Source: an optimization exercise on an open RTL-to-GDS flow (aim: small area, a short achievable clock period and few clock cycles). Production flows keep margins and buffers that such runs may drop.
At most, simulation tests tie the RTL to the original design; equivalence was not proved.

nickel:
## smc_digest
module smc_digest (
    input  wire         clk,
    input  wire         rst,         
    input  wire         in_valid,
    output wire         in_ready,
    input  wire [31:0]  in_data,     
    input  wire         in_last,     
    input  wire [2:0]   in_nbytes,   
    output reg          out_valid,   
    output wire [127:0] out_digest   
);
    localparam [31:0] IV0 = 32'h01234567;
    localparam [31:0] IV1 = 32'h89ABCDEF;
    localparam [31:0] IV2 = 32'hFEDCBA98;
    localparam [31:0] IV3 = 32'h76543210;
    reg [511:0] ring;            
    reg [31:0]  a, b, c, d;      
    reg [31:0]  p0, p1, p2, p3;  
    reg [31:0]  q;               
    reg [6:0]   kp;              
    reg [3:0]   rpos;            
    reg [3:0]   ph;              
    reg [4:0]   nw;              
    reg         ld_first, ld_final;   
    reg         ex_first, ex_final;   
    reg         dummy;           
    reg         msg_done;        
    reg         mark_pending;    
    reg         late;            
    reg [11:0]  cnt;             
    reg         step;            
    reg         ffwd;            
    reg [3:0]   fsel;            
    reg [4:0]   s;               
    reg         load_iv;         
    reg         at16, at65;      
    wire [3:0] j       = nw[3:0];
    wire       ld_slot = !nw[4] && (ph == j);
    assign in_ready    = ld_slot && !msg_done;
    wire       take    = in_ready && in_valid;
    wire       pad_ld  = ld_slot && msg_done;
    reg [31:0] last_word;
    always @(*) begin
        case (in_nbytes)
            3'd0:    last_word = 32'h00000080;
            3'd1:    last_word = {16'h0000, 8'h80, in_data[7:0]};
            3'd2:    last_word = {8'h00, 8'h80, in_data[15:0]};
            3'd3:    last_word = {8'h80, in_data[23:0]};
            default: last_word = in_data;
        endcase
    end
    wire [31:0] pad_word = mark_pending ? 32'h00000080 :
                           (j == 4'd14 && !late) ? {17'd0, cnt, 3'd0} : 32'd0;
    wire [31:0] in_word  = in_last ? last_word : in_data;
  ...
Size: roughly 5,000 cells after synthesis, about 170 I/O pins, roughly 37,000 um2 of cells after synthesis.
clock: 12.0 ns
lec_check: 0
abc_area: 1
cap_margin: 20
core_margin: 2
core_utilization: 40
setup_slack_margin: 5
slew_margin: 20
synth_hierarchical: 1
tns_end_percent: 100
run.sh (not shown) runs the stock make flow with config.mk's settings and CLKGATE_MAP_FILE= SYNTH_SCRIPT=/design/flow/synth_recipe.tcl, a recipe that flattens the netlist after the stock synthesis.
The following lists how indigo was set up differently from nickel:
- a deleted ABC_AREA that had been 1
## What came out
- When the final numbers for indigo and nickel were put side by side, the die area turned out to be greater in nickel.
- Summary of indigo over nickel: number of gates on the worst path with buffers counted rose 7, wire length went down about 20%.
- Re upper clock frequency limit: indigo and nickel aren't equal, and the lower value belongs to indigo.
- Higher utilization goes to indigo over nickel.
- Run comparison: nickel top layer reached by signal wires met4; indigo top layer reached by signal wires met5
- For accumulated negative setup slack, indigo and nickel come out practically identical.
- Cell depth of the worst flop-to-flop path: indigo > nickel
- indigo went all the way through synthesis, placement and routing and the layout is clean on timing, DRC and antenna.
Function was not checked in any run of this note: the RTL went through the layout flow alone.

---

smc_digest, a different RTL version from the one above (not shown whole).
Size in the first run: ~4600 cells after synthesis, roughly 170 I/O pins.
// smc_digest
module smc_digest (
    input  wire         clk,
    input  wire         rst,         
    input  wire         in_valid,
    output wire         in_ready,
    input  wire [31:0]  in_data,     
    input  wire         in_last,     
    input  wire [2:0]   in_nbytes,   
    output reg          out_valid,   
    output wire [127:0] out_digest   
);
    localparam [31:0] IV0 = 32'h01234567;
    localparam [31:0] IV1 = 32'h89ABCDEF;
    localparam [31:0] IV2 = 32'hFEDCBA98;
    localparam [31:0] IV3 = 32'h76543210;
    reg [511:0] ring;            
    reg [31:0]  a, b, c, d;      
    reg [31:0]  p0, p1, p2, p3;  
    reg [31:0]  q;               
    reg [6:0]   kp;              
    reg [15:0]  rsel;            
    reg [3:0]   ph;              
    reg [4:0]   nw;              
    reg         ld_first, ld_final;   
    reg         ex_first, ex_final;   
    reg         dummy;           
    reg         msg_done;        
    reg         mark_pending;    
    reg         late;            
    reg [9:0]   nwords;          
    reg [1:0]   lastnb;          
    reg         step;            
    reg         ffwd;            
    reg [3:0]   fsel;            
    reg [4:0]   s;               
    reg         load_iv;         
  ...
export LEC_CHECK = 0
export ABC_AREA = 1
export CAP_MARGIN = 20
export CORE_MARGIN = 2
export CORE_UTILIZATION = 40
export CTS_BUF_LIST = sky130_fd_sc_hd__clkbuf_8
export CTS_CLUSTER_DIAMETER = 50
export CTS_CLUSTER_SIZE = 14
export PLACE_DENSITY = 0.75
export SLEW_MARGIN = 20
export SYNTH_HIERARCHICAL = 1
export TNS_END_PERCENT = 0
create_clock -name core_clock -period 12.0 [get_ports {clk}]
standard.sh (not shown) runs the stock make flow with config.mk's settings and CLKGATE_MAP_FILE= SYNTH_SCRIPT=/design/flow/synth_recipe.tcl, a recipe that flattens the netlist after the stock synthesis.
==> flow/flow/run.sh <==
#!/bin/bash
set -euo pipefail
bash standard.sh SETUP_SLACK_MARGIN=7 "BUFFER_PORTS_ARGS=-buffer_cell sky130_fd_sc_hd__buf_1" finish > run_standard.log 2>&1
Testbench counts at the start, summed over its fixed seeds: cycles 86,588.
Edit:
==> flow/run.sh (new file) <==
#!/bin/bash
# synth_recipe.tcl (not shown) runs the flow's synth.tcl, then flattens the netlist and writes it again
# the make line also repeats each setting of config.mk as NAME=value (left out here)
make -C /OpenROAD-flow-scripts/flow DESIGN_CONFIG=/design/flow/config.mk WORK_HOME=/design/flow/orfs CLKGATE_MAP_FILE= SYNTH_SCRIPT=/design/flow/synth_recipe.tcl finish
Settings changed: CTS_BUF_LIST sky130_fd_sc_hd__clkbuf_8 to default, CTS_CLUSTER_DIAMETER 50 to default, CTS_CLUSTER_SIZE 14 to default, PLACE_DENSITY 0.75 to default, SETUP_SLACK_MARGIN from default to 5, TNS_END_PERCENT 0 to 100.
removed: flow/flow/run.sh
removed: flow/standard.sh
Outcome:
- count of clock-buffer cells in the layout rose by 35
- register-to-register slack is worse by 510 ps
- cell area grows slightly
- die area does not change
- routed wire length rises slightly
- synthesized cell count is unchanged
- worst setup slack loses 510 ps
- utilization rose by 0.60 points
Edit:
==> flow/flow/run.sh (new file) <==
#!/bin/bash
# The standard layout with three changes: synthesis leaves adders to ABC
# (no half/full-adder cell extraction), the ports get the smallest buffer, and
# ORFS's timing repair aims 7 ns below the clock period.
set -euo pipefail
bash standard.sh ADDER_MAP_FILE= SETUP_SLACK_MARGIN=7 "BUFFER_PORTS_ARGS=-buffer_cell sky130_fd_sc_hd__buf_1" finish > run_standard.log 2>&1
==> flow/standard.sh (new file) <==
#!/bin/bash
# synth_recipe.tcl (not shown) runs the flow's synth.tcl, then flattens the netlist and writes it again
# the make line also repeats each setting of config.mk as NAME=value (left out here)
make -C /OpenROAD-flow-scripts/flow DESIGN_CONFIG=/design/flow/config.mk WORK_HOME=/design/flow/orfs CLKGATE_MAP_FILE= SYNTH_SCRIPT=/design/flow/synth_recipe.tcl "${@:-finish}"
Settings changed: CTS_BUF_LIST from default to sky130_fd_sc_hd__clkbuf_8, CTS_CLUSTER_DIAMETER from default to 50, CTS_CLUSTER_SIZE from default to 14, SETUP_SLACK_MARGIN 5 to default, TNS_END_PERCENT 100 to 0.
removed: flow/run.sh
What happened: The new run completed without violations; non-clock buffer count goes up by 22; clock-buffer cell count shrinks by 30; core utilization drops by 0.64 points; first-iteration DRC count rises by 37%; synthesized cell count grows by 16%; worst setup slack improves by 650 ps; via count rose by 12%.
Edit:
==> flow/flow/run.sh (replaced) <==
#!/bin/bash
# The standard layout; ORFS's timing repair aims 7 ns below the clock
# period only at clock tree synthesis.
set -euo pipefail
B="BUFFER_PORTS_ARGS=-buffer_cell sky130_fd_sc_hd__buf_1"
bash standard.sh SETUP_SLACK_MARGIN=0 "$B" synth floorplan place > run_standard_1.log 2>&1
bash standard.sh SETUP_SLACK_MARGIN=7 "$B" cts > run_standard_2.log 2>&1
bash standard.sh SETUP_SLACK_MARGIN=0 "$B" finish > run_standard_3.log 2>&1
After rerunning:
- critical path depth does not change
- non-clock buffer count is lower by 20
- utilization fell by 1.6 points
- global-route usage shrinks by 1.0 points
- clock skew rises by 16 ps

-- separate check: timing with driven ports --
How much do the figures lean on ideal ports? The routed layouts below were timed once more, with nothing changed but the port constraints. Step 1, drivers: a clkbuf_16 drives clk and a buf_2 each remaining input, both assumed. Step 2 adds t to the input delays and takes it off the output delays; t is the mean of the earliest and latest rising clock arrival at the registers after step 1. Input paths then give back, and output paths get back, about the clock's delay inside the block. a / b / c = ideal ports / drivers / drivers and shift; a / b = the first two.
run	t, ns	slack for setup (ns)	worst data-port slew with drivers (ns)	cell pins on the clock port's net
nickel	0.714	5.835 / 5.835 / 5.835	0.06	1
indigo	0.704	5.286 / 5.286 / 5.286	0.07	1
the first run of note 2	0.746	7.119 / 7.119 / 7.119	0.06	1
the second run of note 2	0.699	6.606 / 6.606 / 6.606	0.05	1
the third run of note 2	0.809	7.252 / 7.252 / 7.252	0.10	1
the fourth run of note 2	0.774	6.776 / 6.776 / 6.776	0.05	1
After both steps every run listed still meets setup and hold.
